Background: an optimization exercise with open tools, aiming at small area, a short achievable clock period and few clock cycles. Do not read the settings as production practice.
Where RTL was checked, it was by simulation tests only, not by an equivalence proof against the original.
Power figures rest on the tool's default switching activity, not on a simulated workload.

==> flow/design.v (excerpt) <==
module awx_draw (
    input  wire        clk,
    input  wire        rst,
    input  wire        cmd_valid,
    output wire        cmd_ready,
    input  wire [63:0] cmd_desc,
    input  wire [1:0]  cfg_orient,
    input  wire [2:0]  flag_clr,
    output wire        tx_valid,
    input  wire        tx_ready,
    output wire        tx_cmd,
    output wire [15:0] tx_data,
    input  wire        tx_idle,
    output reg  [13:0] win_remain,
    output reg  [2:0]  flags         
);
For scale: roughly 110 I/O pins, roughly 0.014 mm² of cells after synthesis.
==> flow/config.mk <==
export PLATFORM = sky130hd
export DESIGN_NAME = awx_draw
export DESIGN_NICKNAME = awx_draw
export VERILOG_FILES = /design/flow/design.v
export SDC_FILE = /design/flow/constraint.sdc
export NUM_CORES = 4
export LEC_CHECK = 0
export CAP_MARGIN = 20
export CORE_MARGIN = 2
export CORE_UTILIZATION = 40
export PLACE_DENSITY = 0.6
export SLEW_MARGIN = 20
==> flow/constraint.sdc <==
create_clock -name core_clock -period 12.0 [get_ports {clk}]
set_input_delay 2.4000 -clock core_clock [delete_from_list [all_inputs] [get_ports {clk}]]
set_output_delay 2.4000 -clock core_clock [all_outputs]
set_load 0.01 [all_outputs]
standard.sh (not shown) runs the stock make flow with config.mk's settings and CLKGATE_MAP_FILE= SYNTH_SCRIPT=/design/flow/synth_recipe.tcl, a recipe that flattens the netlist after the stock synthesis.
==> flow/flow/run.sh <==
#!/bin/bash
set -euo pipefail
bash standard.sh finish SETUP_SLACK_MARGIN=8 CORE_UTILIZATION=55 PLACE_DENSITY=0.7 \
    "BUFFER_PORTS_ARGS=-buffer_cell sky130_fd_sc_hd__buf_4" > make_flow.log 2>&1
Change:
--- a/flow/design.v
+++ b/flow/design.v
@@ -78,18 +78,22 @@
     reg [9:0]  md, nd;           
     reg        sx, sy, xmaj, stepm;
     reg        lfirst;
     reg [1:0]  edge_n;
     reg [2:0]  k;                
     reg        cdec;
     reg        gvalid;
-    reg [7:0]  gx, gy;
-    reg        gxh, gyh;         
-    wire       gon   = !gxh && !(gx[7] && (gx[6] || gx[5])) &&
-                       !gyh && !gy[7] && !(gy[6] && (gy[5] || gy[4]));
+    wire       is_circ = (op == OP_CIRCLE);
+    wire       gon_c = !md[8] && !(md[7] && (md[6] || md[5])) &&
+                       !nd[8] && !nd[7] && !(nd[6] && (nd[5] || nd[4]));
+    wire       gon_l = !r0[8] && !(r0[7] && (r0[6] || r0[5])) &&
+                       !r1[8] && !r1[7] && !(r1[6] && (r1[5] || r1[4]));
+    wire       gon   = is_circ ? gon_c : gon_l;
+    wire [7:0] gx    = is_circ ? md[7:0] : r0[7:0];
+    wire [7:0] gy    = is_circ ? nd[7:0] : r1[7:0];
     wire       gfree = !gvalid || !gon;
     wire       gpt   = gvalid && gon;
     reg        wreq, preq, cnt_act;
     reg        txv, tx_cmd_r, tx_col;
     reg [7:0]  tx_lo;
     reg [2:0]  eseq;
     assign tx_valid = txv;
@@ -114,22 +118,19 @@
             3'b000: k_next = 3'b110;
             default: k_next = 3'b111;
         endcase
     end
     reg [10:0] ax, bx, ay, by;
     reg        ix, iy;
     always @(*) begin
-        ax = 11'd0; bx = {2'b00, r0}; ix = 1'b0;
-        ay = 11'd0; by = {2'b00, r1}; iy = 1'b0;
+        ax = {2'b00, fx2}; bx = {2'b00, r0}; ix = 1'b1;
+        ay = {2'b00, fy2}; by = {2'b00, r1}; iy = 1'b1;
         case (gst)
-            G_LI1, G_WCHK: begin
-                ax = {2'b00, fx2}; ix = 1'b1;
-                ay = {2'b00, fy2}; iy = 1'b1;
-            end
             G_LI2: begin
+                ax = 11'd0; ay = 11'd0;
                 bx = {md[9], md}; ix = sx;
                 by = {nd[9], nd}; iy = sy;
             end
             G_LI3: begin
                 ax = {md[9], md}; bx = {nd[9], nd}; ix = 1'b1;
             end
             G_CIRC: begin
@@ -231,14 +232,15 @@
                     eseq     <= nseq;
                 end
             endcase
         end
     end
     wire it_en = is_fill ? (fire && eseq == 3'd7) : cnt_act;
     wire gwrite = gfree && ((gst == G_LOUT) || (gst == G_CIRC));
+    wire gheld  = gvalid;        
     wire wr_nz = (win_remain != 14'd0);
     wire done_now = (gst == G_IDLE) && !gpt && !wreq && !preq && !cnt_act &&
                     (!txv || (fire && tx_last));
     always @(posedge clk) begin
         if (rst) begin
             tstate     <= T_IDLE;
             rdy        <= 1'b1;
@@ -252,18 +254,14 @@
         end else begin
             if (rdy)
                 flags <= flags & ~flag_clr;
             if (gvalid && !gon)
                 flags[0] <= 1'b1;
             if (gwrite) begin
                 gvalid <= 1'b1;
-                gx     <= sx_sum[7:0];
-                gy     <= sy_sum[7:0];
-                gxh    <= (sx_sum[10:8] != 3'd0);
-                gyh    <= (sy_sum[10:8] != 3'd0);
             end else if ((fire && eseq == 3'd4 && ptw) || !gon) begin
                 gvalid <= 1'b0;
             end
             if (start_win && !ptw)
                 wreq <= 1'b0;
             if (start_pix)
                 preq <= 1'b0;
@@ -365,15 +363,15 @@
                     e   <= 12'sd0;
                     gst <= G_LCHK;
                 end
                 G_LCHK: begin
                     if (at_end) begin
                         if (last_edge) begin
                             gst <= G_IDLE;
-                        end else begin
+                        end else if (!gheld) begin
                             edge_n <= edge_n + 2'd1;
                             r0     <= (edge_n == 2'd2) ? fx2 : fx1;
                             r1     <= (edge_n == 2'd1) ? fy2 : fy1;
                             gst    <= G_LOUT;
                         end
                     end else begin
                         stepm <= 1'b0;
@@ -389,21 +387,23 @@
                     e   <= se;
                     gst <= G_LS2;
                 end
                 G_LS2: begin
                     stepm <= !se[11];
                     gst <= G_LS3;
                 end
-                G_LS3: begin
+                G_LS3: if (!gheld) begin
                     if (stepm) e <= se;
                     if (lmaj || stepm) r0 <= r0_step;
                     if (!lmaj || stepm) r1 <= r1_step;
                     gst <= G_LOUT;
                 end
                 G_CIRC: if (gfree) begin
+                    md <= {1'b0, (sx_sum[10:8] != 3'd0), sx_sum[7:0]};
+                    nd <= {1'b0, (sy_sum[10:8] != 3'd0), sy_sum[7:0]};
                     k <= k_next;
                     if (k_first || (k_second && cdec))
                         e <= se;
                     if (k_last) begin
                         cdec <= dpos;
                         r0   <= r0_step;
                         if (dpos) r1 <= r1_step;
Worst hold slack is worse by 0.013 ns.
Via count fell by 2.3%.
Synthesized cell count fell by 4.1%.
Wire length fell by 0.38%.
Non-clock buffer count rose by 53.
Testbench counts after the change, summed over its fixed seeds: cycles 348,170.
Only the layout flow was run in the first run of this note; the RTL was not checked for function there.

---

awx_draw with an RTL version that a note above also has.
For scale: ~1400 cells after synthesis, roughly 160 flip-flops, ~110 I/O pins, ~13000 um^2 of cells after synthesis.
==> flow/design.v (excerpt) <==
module awx_draw (
    input  wire        clk,
    input  wire        rst,
    input  wire        cmd_valid,
    output wire        cmd_ready,
    input  wire [63:0] cmd_desc,
    input  wire [1:0]  cfg_orient,
    input  wire [2:0]  flag_clr,
    output wire        tx_valid,
    input  wire        tx_ready,
    output wire        tx_cmd,
    output wire [15:0] tx_data,
    input  wire        tx_idle,
    output reg  [13:0] win_remain,
    output reg  [2:0]  flags         
);
    localparam [3:0] OP_NOP    = 4'h0,
                     OP_SETWIN = 4'h1,
                     OP_PIXEL  = 4'h2,
                     OP_POINT  = 4'h3,
                     OP_FILL   = 4'h4,
                     OP_LINE   = 4'h5,
                     OP_RECT   = 4'h6,
                     OP_CIRCLE = 4'h7;
    localparam [1:0] T_IDLE = 2'd0, T_DEC = 2'd1, T_RUN = 2'd2;
    localparam [3:0] G_IDLE = 4'd0,
                     G_LOUT = 4'd1,    
                     G_LI1  = 4'd2,    
                     G_LI2  = 4'd3,    
                     G_LI3  = 4'd4,    
  ...
==> flow/config.mk <==
export PLATFORM = sky130hd
export DESIGN_NAME = awx_draw
export DESIGN_NICKNAME = awx_draw
export VERILOG_FILES = /design/flow/design.v
export SDC_FILE = /design/flow/constraint.sdc
export NUM_CORES = 4
export LEC_CHECK = 0
export CAP_MARGIN = 20
export CORE_MARGIN = 2
export CORE_UTILIZATION = 40
export PLACE_DENSITY = 0.6
export SLEW_MARGIN = 20
==> flow/constraint.sdc <==
create_clock -name core_clock -period 12.0 [get_ports {clk}]
set_input_delay 2.4000 -clock core_clock [delete_from_list [all_inputs] [get_ports {clk}]]
set_output_delay 2.4000 -clock core_clock [all_outputs]
set_load 0.01 [all_outputs]
==> flow/flow/run.sh <==
#!/bin/bash
set -euo pipefail
bash standard.sh finish SETUP_SLACK_MARGIN=8 \
    "BUFFER_PORTS_ARGS=-buffer_cell sky130_fd_sc_hd__buf_4" > make_flow.log 2>&1
Testbench counts at the start, summed over its fixed seeds: cycles 348,170.
Then changed:
--- a/flow/design.v
+++ b/flow/design.v
@@ -76,26 +76,22 @@
     reg [8:0]  r0, r1;           
     reg signed [11:0] e;         
     reg [9:0]  md, nd;           
     reg        sx, sy, xmaj, stepm;
     reg        lfirst;
     reg [1:0]  edge_n;
     reg [2:0]  k;                
     reg        cdec;
     reg        gvalid;
-    wire       is_circ = (op == OP_CIRCLE);
-    wire       gon_c = !md[8] && !(md[7] && (md[6] || md[5])) &&
-                       !nd[8] && !nd[7] && !(nd[6] && (nd[5] || nd[4]));
-    wire       gon_l = !r0[8] && !(r0[7] && (r0[6] || r0[5])) &&
-                       !r1[8] && !r1[7] && !(r1[6] && (r1[5] || r1[4]));
-    wire       gon   = is_circ ? gon_c : gon_l;
-    wire [7:0] gx    = is_circ ? md[7:0] : r0[7:0];
-    wire [7:0] gy    = is_circ ? nd[7:0] : r1[7:0];
+    reg [7:0]  gx, gy;
+    reg        gxh, gyh;         
+    wire       gon   = !gxh && !(gx[7] && (gx[6] || gx[5])) &&
+                       !gyh && !gy[7] && !(gy[6] && (gy[5] || gy[4]));
     wire       gfree = !gvalid || !gon;
     wire       gpt   = gvalid && gon;
     reg        wreq, preq, cnt_act;
     reg        txv, tx_cmd_r, tx_col;
     reg [7:0]  tx_lo;
     reg [2:0]  eseq;
     assign tx_valid = txv;
     assign tx_cmd   = tx_cmd_r;
     assign tx_data  = {tx_col ? color[15:8] : 8'd0, tx_lo};
@@ -116,23 +112,26 @@
             3'b100: k_next = 3'b001;
             3'b001: k_next = 3'b000;
             3'b000: k_next = 3'b110;
             default: k_next = 3'b111;
         endcase
     end
     reg [10:0] ax, bx, ay, by;
     reg        ix, iy;
     always @(*) begin
-        ax = {2'b00, fx2}; bx = {2'b00, r0}; ix = 1'b1;
-        ay = {2'b00, fy2}; by = {2'b00, r1}; iy = 1'b1;
+        ax = 11'd0; bx = {2'b00, r0}; ix = 1'b0;
+        ay = 11'd0; by = {2'b00, r1}; iy = 1'b0;
         case (gst)
+            G_LI1, G_WCHK: begin
+                ax = {2'b00, fx2}; ix = 1'b1;
+                ay = {2'b00, fy2}; iy = 1'b1;
+            end
             G_LI2: begin
-                ax = 11'd0; ay = 11'd0;
                 bx = {md[9], md}; ix = sx;
                 by = {nd[9], nd}; iy = sy;
             end
             G_LI3: begin
                 ax = {md[9], md}; bx = {nd[9], nd}; ix = 1'b1;
             end
             G_CIRC: begin
                 ax = {2'b00, fx1}; bx = {2'b00, sel_b ? r1 : r0}; ix = xneg;
                 ay = {2'b00, fy1}; by = {2'b00, sel_b ? r0 : r1}; iy = yneg;
@@ -230,19 +229,18 @@
                     tx_cmd_r <= 1'b0;
                     tx_lo    <= cval;
                     eseq     <= nseq;
                 end
             endcase
         end
     end
     wire it_en = is_fill ? (fire && eseq == 3'd7) : cnt_act;
     wire gwrite = gfree && ((gst == G_LOUT) || (gst == G_CIRC));
-    wire gheld  = gvalid;        
     wire wr_nz = (win_remain != 14'd0);
     wire done_now = (gst == G_IDLE) && !gpt && !wreq && !preq && !cnt_act &&
                     (!txv || (fire && tx_last));
     always @(posedge clk) begin
         if (rst) begin
             tstate     <= T_IDLE;
             rdy        <= 1'b1;
             gst        <= G_IDLE;
             gvalid     <= 1'b0;
@@ -252,18 +250,22 @@
             win_remain <= 14'd0;
             flags      <= 3'd0;
         end else begin
             if (rdy)
                 flags <= flags & ~flag_clr;
             if (gvalid && !gon)
                 flags[0] <= 1'b1;
             if (gwrite) begin
                 gvalid <= 1'b1;
+                gx     <= sx_sum[7:0];
+                gy     <= sy_sum[7:0];
+                gxh    <= (sx_sum[10:8] != 3'd0);
+                gyh    <= (sy_sum[10:8] != 3'd0);
             end else if ((fire && eseq == 3'd4 && ptw) || !gon) begin
                 gvalid <= 1'b0;
             end
             if (start_win && !ptw)
                 wreq <= 1'b0;
             if (start_pix)
                 preq <= 1'b0;
             if (start_win) begin
                 if (wr_nz) flags[1] <= 1'b1;
@@ -361,19 +363,19 @@
                         nd <= md;
                     end
                     e   <= 12'sd0;
                     gst <= G_LCHK;
                 end
                 G_LCHK: begin
                     if (at_end) begin
                         if (last_edge) begin
                             gst <= G_IDLE;
-                        end else if (!gheld) begin
+                        end else begin
                             edge_n <= edge_n + 2'd1;
                             r0     <= (edge_n == 2'd2) ? fx2 : fx1;
                             r1     <= (edge_n == 2'd1) ? fy2 : fy1;
                             gst    <= G_LOUT;
                         end
                     end else begin
                         stepm <= 1'b0;
                         gst   <= is_rect ? G_LS3 : G_LS1;
                     end
@@ -385,27 +387,25 @@
                 end
                 G_LS1: begin
                     e   <= se;
                     gst <= G_LS2;
                 end
                 G_LS2: begin
                     stepm <= !se[11];
                     gst <= G_LS3;
                 end
-                G_LS3: if (!gheld) begin
+                G_LS3: begin
                     if (stepm) e <= se;
                     if (lmaj || stepm) r0 <= r0_step;
                     if (!lmaj || stepm) r1 <= r1_step;
                     gst <= G_LOUT;
                 end
                 G_CIRC: if (gfree) begin
-                    md <= {1'b0, (sx_sum[10:8] != 3'd0), sx_sum[7:0]};
-                    nd <= {1'b0, (sy_sum[10:8] != 3'd0), sy_sum[7:0]};
                     k <= k_next;
                     if (k_first || (k_second && cdec))
                         e <= se;
                     if (k_last) begin
                         cdec <= dpos;
                         r0   <= r0_step;
                         if (dpos) r1 <= r1_step;
                         if (!cont) gst <= G_IDLE;
                     end
- total power went up by 70%
- wire length drops by 3.5%
- combinational power rises to 3.9 times its value
- utilization falls by 1.4 points
- setup slack is better by 59 ps
- final area grows by about 2.6%
- via count rises by 0.48%
- clock-buffer cell count climbs by 1
Only the layout flow was run in the second run of this note; the RTL was not checked for function there.

---

Setup of xenon:
Another version of the RTL of awx_draw (not shown whole).
Size in the first run: roughly 2,300 cells after synthesis, about 190 flip-flops, about 110 I/O pins, roughly 19,000 um^2 of cells after synthesis.
make LEC_CHECK=0 CAP_MARGIN=20 CORE_MARGIN=2 CORE_UTILIZATION=40 PLACE_DENSITY=0.6 SLEW_MARGIN=20 finish   # period 12.0 ns
run.sh (not shown) runs the stock make flow with config.mk's settings and CLKGATE_MAP_FILE= SYNTH_SCRIPT=/design/flow/synth_recipe.tcl, a recipe that flattens the netlist after the stock synthesis.
Stock flow here: none of the scripts above is used.
Both conditions hold for xenon: the flow ran to the end and the final layout passed the timing, design-rule and antenna checks.
Testbench counts of xenon, summed over its fixed seeds: cycles 347,677.
diff inputs: xenon => tundra
-- flow/design.v --
<<< xenon, line 15
    output reg  [2:0]  flags         
);
    parameter COMB_IDLE = 0;
    localparam [3:0] OP_NOP    = 4'h0,
                     OP_SETWIN = 4'h1,
>>> tundra, line 15
    output reg  [2:0]  flags         
);
    parameter COMB_IDLE = 1;
    localparam [3:0] OP_NOP    = 4'h0,
                     OP_SETWIN = 4'h1,
==> comparison <==
- tundra gives less iteration count of the initial detailed-routing pass than xenon did.
- Lower headroom to the max-slew limit among tundra and xenon: tundra
- Between xenon and tundra, the flow reports final cell count decreasing by a few percent.
- tundra vs xenon — power of the combinational group climbed by a few percent
- Floorplan check, tundra vs xenon: die outline smaller in tundra
- Of tundra and xenon, it is tundra that has the higher total power.
- Area overhead of the layout relative to synthesis: tundra vs xenon up 1.1 points
- Total wire length after detailed routing, tundra vs xenon: down by a few percent
- When tundra is set beside xenon, its area of all placed cells without fillers turns out to be 0.79% smaller.
- Area of placed instances ended up 180 um^2 lower on tundra than on xenon.
- The synthesized cell count in tundra sits 108 below the value recorded for xenon.
Testbench counts of tundra, summed over its fixed seeds: cycles 310,389.

-- what the ideal ports hide --
In the flow no input, the clock included, has a driving cell. The finished layouts below were timed again as built, in two steps. Step 1 (the two cells are an assumption about what drives the block):
set clk [get_ports {clk}]
set_driving_cell -lib_cell sky130_fd_sc_hd__clkbuf_16 $clk
set_driving_cell -lib_cell sky130_fd_sc_hd__buf_2 [delete_from_list [all_inputs] $clk]
Step 2 adds t to the input delays and takes it off the output delays; t is the mean of the earliest and latest rising clock arrival at the registers after step 1. Input paths then give back, and output paths get back, about the clock's delay inside the block. Three values: ideal ports, drivers, drivers and shift; two values: the first two.
| run | t, ns | slack for setup (ns) | slew at the worst register clock pin (ns) |
|---|---|---|---|
| the first run of note 1 | 0.497 | 8.080 / 8.087 / 7.589 | 0.09 / 0.09 |
| the second run of note 1 | 0.495 | 8.004 / 8.004 / 7.625 | 0.09 / 0.09 |
| the first run of note 2 | 0.488 | 8.015 / 8.015 / 7.656 | 0.08 / 0.08 |
| the second run of note 2 | 0.510 | 8.074 / 8.074 / 7.595 | 0.08 / 0.08 |
| xenon | 0.558 | 6.122 / 6.122 / 6.122 | 0.08 / 0.08 |
| tundra | 0.570 | 5.566 / 5.566 / 5.566 | 0.09 / 0.09 |
After both steps setup and hold are still met in every run listed. For the first run of note 1, which loses most, drivers alone change the setup slack by +0.007 ns; drivers and shift together by -0.491 ns.
